This design comes from an exercise in tuning for small area, a short achievable clock period and few clock cycles per item on the open sky130 flow, not from production work. Where RTL was checked, it was by simulation tests only, not by an equivalence proof against the original. Power is estimated from default activity; no workload was simulated.

garnet:
// rtp_h264_depkt
module rtp_h264_depkt (
    input  wire       clk,
    input  wire       rst,
    input  wire       cfg_strict_f,
    input  wire       cfg_zero_byte,
    input  wire       in_valid,
    output wire       in_ready,
    input  wire [7:0] in_data,
    input  wire       in_last,
    output reg        out_valid,
    input  wire       out_ready,
    output reg  [7:0] out_data,
    output wire       res_valid,
    output reg  [2:0] res_cause,
    output wire [4:0] res_flags
);
For scale: roughly 34 I/O pins, ~3300 µm² of cells after synthesis.
export LEC_CHECK = 0
export CAP_MARGIN = 20
export CORE_MARGIN = 2
export CORE_UTILIZATION = 60
export SETUP_SLACK_MARGIN = 2.55
export SLEW_MARGIN = 20
create_clock -name core_clock -period 5.0 [get_ports {clk}]
standard.sh (not shown) runs the stock make flow with config.mk's settings and CLKGATE_MAP_FILE= SYNTH_SCRIPT=/design/flow/synth_recipe.tcl, a recipe that flattens the netlist after the stock synthesis.
==> flow/flow/run.sh <==
#!/bin/bash
# The standard layout (standard.sh, unchanged synthesis and steps), with the
# port buffers that placement inserts made of sky130_fd_sc_hd__buf_1 instead
# of the resizer's default pick; timing repair still sizes them up where a
# path needs it. make's full output goes to flow_make.log here, and ORFS
# keeps each step's log under orfs/logs/.
set -euo pipefail
export BUFFER_PORTS_ARGS="-buffer_cell sky130_fd_sc_hd__buf_1"
bash standard.sh finish > flow_make.log 2>&1
Testbench counts of garnet, summed over its fixed seeds: cycles 180,227, in bytes 177,094.
Changes in lagoon relative to garnet:
# garnet
export LEC_CHECK = 0
export CAP_MARGIN = 20
export CORE_MARGIN = 2
export CORE_UTILIZATION = 60
export SETUP_SLACK_MARGIN = 2.55
export SLEW_MARGIN = 20
create_clock -name core_clock -period 5.0 [get_ports {clk}]
# lagoon
export LEC_CHECK = 0
export CAP_MARGIN = 20
export CORE_MARGIN = 2
export CORE_UTILIZATION = 75
export SETUP_SLACK_MARGIN = 2.5
export SLEW_MARGIN = 20
create_clock -name core_clock -period 5.0 [get_ports {clk}]
## What came out
- Slowest cell on the critical path = a21o_1: garnet; slowest cell on the critical path = or3_4: lagoon
- Looking only at clock skew, and setting everything else aside, the lower value of lagoon and garnet goes to garnet.
- Of lagoon and garnet, the higher filler-free cell count of the finished design belongs to garnet.
- [compare] base=garnet new=lagoon: power density relative to cell area went down 20 nW/µm², met3 demand-to-capacity share in global routing grew by 0.64 points.
- [lagoon vs garnet] final design utilization: higher in lagoon
- Overall power after layout delta for lagoon relative to garnet: 0.090 mW lower
- lagoon can be clocked slower than garnet.
Edits applied to the flow inputs when going from lagoon to delta:
# lagoon
export LEC_CHECK = 0
export CAP_MARGIN = 20
export CORE_MARGIN = 2
export CORE_UTILIZATION = 75
export SETUP_SLACK_MARGIN = 2.5
export SLEW_MARGIN = 20
create_clock -name core_clock -period 5.0 [get_ports {clk}]
# delta
export LEC_CHECK = 0
export CAP_MARGIN = 20
export CORE_MARGIN = 2
export CORE_UTILIZATION = 60
export SETUP_SLACK_MARGIN = 2.6
export SLEW_MARGIN = 20
create_clock -name core_clock -period 5.0 [get_ports {clk}]
Notes after the runs:
Final cell count was lower in lagoon than in delta. Sequential share of layout area is lower on delta. Hold slack: lagoon vs delta, no meaningful difference. delta has more setup slack than lagoon. Re number of cells upsized or downsized after cts: delta is 4 up on lagoon. Summary of delta over lagoon: routed wire length lower, total power of the final layout barely changed.
For quartz, these inputs were changed with respect to delta:
# delta
export LEC_CHECK = 0
export CAP_MARGIN = 20
export CORE_MARGIN = 2
export CORE_UTILIZATION = 60
export SETUP_SLACK_MARGIN = 2.6
export SLEW_MARGIN = 20
create_clock -name core_clock -period 5.0 [get_ports {clk}]
# quartz
export LEC_CHECK = 0
export CAP_MARGIN = 20
export CORE_MARGIN = 2
export CORE_UTILIZATION = 45
export SETUP_SLACK_MARGIN = 2.5
export SLEW_MARGIN = 20
create_clock -name core_clock -period 5.0 [get_ports {clk}]
## What came out
- Changes observed in quartz relative to delta: transition time at the pin with the least slew margin lost 0.034 ns, area occupied by multi-input gates fell 78 µm², final design instance area without fill now smaller.
- Sort quartz and delta by worst setup slack for register-to-register paths asc -> top: quartz
- In quartz, cell count is higher than in delta.

Starting RTL as in the previous note.
clock: 5.0 ns
lec_check: 0
cap_margin: 20
core_margin: 2
core_utilization: 60
gpl_timing_driven: 0
setup_slack_margin: 2.5
slew_margin: 20
Scripts as last shown in full above: flow/flow/run.sh
Testbench counts at the start, summed over its fixed seeds: cycles 180,227, in bytes 177,094.
Change:
GPL_TIMING_DRIVEN = not set   (was 0)
SETUP_SLACK_MARGIN = 2.4   (was 2.5)
=> Power went down by 2.8%. Sequential share of layout area went up by 1.8 points. Routed wire length went down by 9.0%. Core utilization went down by 2.9 points. Synthesized area stays the same. Non-clock buffer count went down by 19. Setup slack stays flat. Sequential power went up by 4.1%. Design area went down by 4.3%.
Change:
SETUP_SLACK_MARGIN = 2.45   (was 2.4)
What happened:
- cell area came out higher by 0.39%
- critical path depth goes up by 4
- count of clock-buffer cells in the layout stays the same
Change:
SETUP_SLACK_MARGIN = 2.5   (was 2.45)
Outcome:
- worst setup slack improves by 15 ps
- global-route usage barely changes
- routed wire length climbs by 0.48%
- register-to-register slack improved by 40 ps
- non-clock buffer count does not change

== before ==
Another version of the RTL of rtp_h264_depkt (not shown whole).
Size in the first run: ~360 cells after synthesis, about 56 flip-flops, ~34 I/O pins, about 3400 µm² of cells after synthesis.
clock: 5.0 ns
lec_check: 0
cap_margin: 20
core_margin: 2
core_utilization: 40
cts_cluster_diameter: 100
cts_cluster_size: 40
setup_slack_margin: 2.5
slew_margin: 20
run.sh (not shown) runs the stock make flow with config.mk's settings and CLKGATE_MAP_FILE= SYNTH_SCRIPT=/design/flow/synth_recipe.tcl, a recipe that flattens the netlist after the stock synthesis.
Stock flow here: none of the scripts above is used.
Testbench counts of before, summed over its fixed seeds: cycles 180,227, in bytes 177,094.
> inputs changed (before -> after)
- clearing CTS_CLUSTER_DIAMETER, which used to be 100
- clearing CTS_CLUSTER_SIZE, which used to be 40
--- outcome ---
From before to after the numbers moved as follows: static power due to leakage essentially unchanged, final number of max-transition violations essentially unchanged, count of pins on the block boundary essentially unchanged, count of buffers inserted at the top-level ports essentially unchanged, clock network area share essentially unchanged.

## run 1
Another version of the RTL of rtp_h264_depkt (not shown whole).
Size in the first run: ~340 cells after synthesis, ~36 flip-flops, ~34 I/O pins, about 0.0029 mm^2 of cells after synthesis.
Settings: LEC_CHECK=0, CAP_MARGIN=20, CORE_MARGIN=2, CORE_UTILIZATION=40, SETUP_SLACK_MARGIN=2.4, SLEW_MARGIN=20; clock period 5.0 ns.
Testbench counts of run 1, summed over its fixed seeds: cycles 180,219, in bytes 177,094.
> inputs changed (run 1 -> run 2)
- SETUP_SLACK_MARGIN no longer set, was 2.4
Notes after the runs:
Looking at power density of the placed cells, run 2 sits about 6.6% above run 1. When run 2 is set beside run 1, its post-detailed-routing wire length turns out to be 22% smaller. Of run 2 and run 1, it is run 2 that has the lower total power. Changes observed in run 2 relative to run 1: register-to-register setup slack decreased 0.67 ns, final area went down. The fraction of area in registers number comes out higher for run 2 vs run 1. Looking at run 2 and run 1, the tap cell instance count is a wash.
Inputs modified between run 2 and run 3:
- SETUP_SLACK_MARGIN: unset -> 2.0
Notes after the runs:
Run 3 was carried through to the last stage, and its layout satisfied the timing, DRC and antenna checks. Per-cell routed wire length ended up 6.2% higher on run 3 than on run 2. Run 2 has lower wire length than run 3. The sequential share of layout area reported for run 3 is smaller than that of run 2 by 4.5 points.

rtp_h264_depkt, a different RTL version from the one above (not shown whole).
For scale: roughly 370 cells after synthesis, roughly 59 flip-flops, roughly 3600 µm² of cells after synthesis.
Settings: LEC_CHECK=0, CAP_MARGIN=20, CORE_MARGIN=2, CORE_UTILIZATION=60, SETUP_SLACK_MARGIN=2.6, SLEW_MARGIN=20; clock period 5.0 ns.
standard.sh (not shown) runs the stock make flow with config.mk's settings and CLKGATE_MAP_FILE= SYNTH_SCRIPT=/design/flow/synth_recipe.tcl, a recipe that flattens the netlist after the stock synthesis.
Scripts as last shown in full above: flow/flow/run.sh
Testbench counts at the start, summed over its fixed seeds: cycles 180,227, in bytes 177,094.
Next try:
==> flow/run.sh (new file) <==
#!/bin/bash
# synth_recipe.tcl (not shown) runs the flow's synth.tcl, then flattens the netlist and writes it again
# the make line also repeats each setting of config.mk as NAME=value (left out here)
make -C /OpenROAD-flow-scripts/flow DESIGN_CONFIG=/design/flow/config.mk WORK_HOME=/design/flow/orfs CLKGATE_MAP_FILE= SYNTH_SCRIPT=/design/flow/synth_recipe.tcl finish
CTS_BUF_LIST = sky130_fd_sc_hd__clkbuf_4   (was unset)
CTS_CLUSTER_SIZE = 20   (was unset)
removed: flow/flow/run.sh
removed: flow/standard.sh
What happened:
- The new run completed with no timing, DRC or antenna violations
- count of clock-buffer cells in the layout is unchanged
- synthesized cell count stays the same
- power drops by about 8%
- sequential power stays flat
- die area is unchanged
- clock power drops by about 30%
- wire length drops by about 2.6%
- clock skew hardly moves
- non-clock buffer count climbs by 6
- utilization climbs by 2.8 points

rtp_h264_depkt, a different RTL version from the one above (not shown whole).
Size: roughly 47 flip-flops, about 0.0034 mm2 of cells after synthesis.
// rtp_h264_depkt
module rtp_h264_depkt (
    input  wire       clk,
    input  wire       rst,
    input  wire       cfg_strict_f,
    input  wire       cfg_zero_byte,
    input  wire       in_valid,
    output wire       in_ready,
    input  wire [7:0] in_data,
    input  wire       in_last,
    output wire       out_valid,
    input  wire       out_ready,
    output wire [7:0] out_data,
    output wire       res_valid,
    output wire [2:0] res_cause,
    output wire [4:0] res_flags
);
clock: 5.0 ns
lec_check: 0
cap_margin: 20
core_margin: 2
core_utilization: 40
setup_slack_margin: 2.0
slew_margin: 20
run.sh (not shown) runs the stock make flow with config.mk's settings and CLKGATE_MAP_FILE= SYNTH_SCRIPT=/design/flow/synth_recipe.tcl, a recipe that flattens the netlist after the stock synthesis.
Stock flow here: none of the scripts above is used.
The first run produced a clean layout.
==> next run, changes <==
- SETUP_SLACK_MARGIN: 2.0 -> 1.6
Worst setup slack loses 220 ps.
Wire length falls by about 7%.
Die area does not change.
Clock skew falls by 3.8 ps.
Final cell count went down by about 8%.
Core utilization went down by 7.3 points.
No run of this note included a check of the RTL's function; only the layout flow was run.

static timing again, ports no longer ideal:
No port has a modelled driver above. Below, the same layouts with a new extraction and two added sets of constraints. Step 1 assumes that a clkbuf_16 drives the clock port and a buf_2 every other input. Step 2 also shifts input and output timing later by t, the mid clock arrival at the registers, as if the neighbouring blocks saw the same clock. Slacks: ideal / step 1 / step 2; pairs: ideal / step 1.
| run | shift t [ns] | setup slack, ns | hold slack, ns |
|---|---|---|---|
| garnet | 0.338 | 2.568 / 2.538 / 2.264 | 0.524 / 0.524 / 0.524 |
| lagoon | 0.331 | 2.482 / 2.477 / 2.146 | 0.523 / 0.523 / 0.523 |
| delta | 0.337 | 2.545 / 2.502 / 2.284 | 0.524 / 0.524 / 0.524 |
| quartz | 0.336 | 2.538 / 2.518 / 2.238 | 0.509 / 0.509 / 0.509 |
| the first run of note 2 | 0.334 | 2.506 / 2.495 / 2.177 | 0.519 / 0.519 / 0.519 |
| the second run of note 2 | 0.332 | 2.504 / 2.482 / 2.213 | 0.505 / 0.505 / 0.505 |
| the third run of note 2 | 0.332 | 2.512 / 2.515 / 2.183 | 0.506 / 0.506 / 0.506 |
| the fourth run of note 2 | 0.334 | 2.527 / 2.507 / 2.243 | 0.523 / 0.523 / 0.523 |
| before | 0.339 | 2.321 / 2.289 / 2.197 | 0.478 / 0.478 / 0.478 |
| after | 0.339 | 2.321 / 2.289 / 2.197 | 0.478 / 0.478 / 0.478 |
| run 1 | 0.324 | 0.900 / 0.850 / 0.850 | 0.583 / 0.583 / 0.583 |
| run 2 | 0.320 | 0.116 / 0.088 / 0.088 | 0.553 / 0.553 / 0.553 |
| run 3 | 0.315 | 0.896 / 0.862 / 0.862 | 0.590 / 0.590 / 0.590 |
| the first run of note 5 | 0.376 | 2.611 / 2.580 / 2.311 | 0.462 / 0.462 / 0.462 |
| the second run of note 5 | 0.443 | 2.406 / 2.381 / 2.263 | 0.464 / 0.464 / 0.464 |
| the first run of note 6 | 0.347 | 1.717 / 1.682 / 1.609 | 0.525 / 0.525 / 0.525 |
| the second run of note 6 | 0.339 | 1.495 / 1.464 / 1.464 | 0.526 / 0.526 / 0.526 |
After both steps every run listed still meets setup and hold. For lagoon, which loses most, drivers alone change the setup slack by -0.005 ns; drivers and shift together by -0.336 ns.
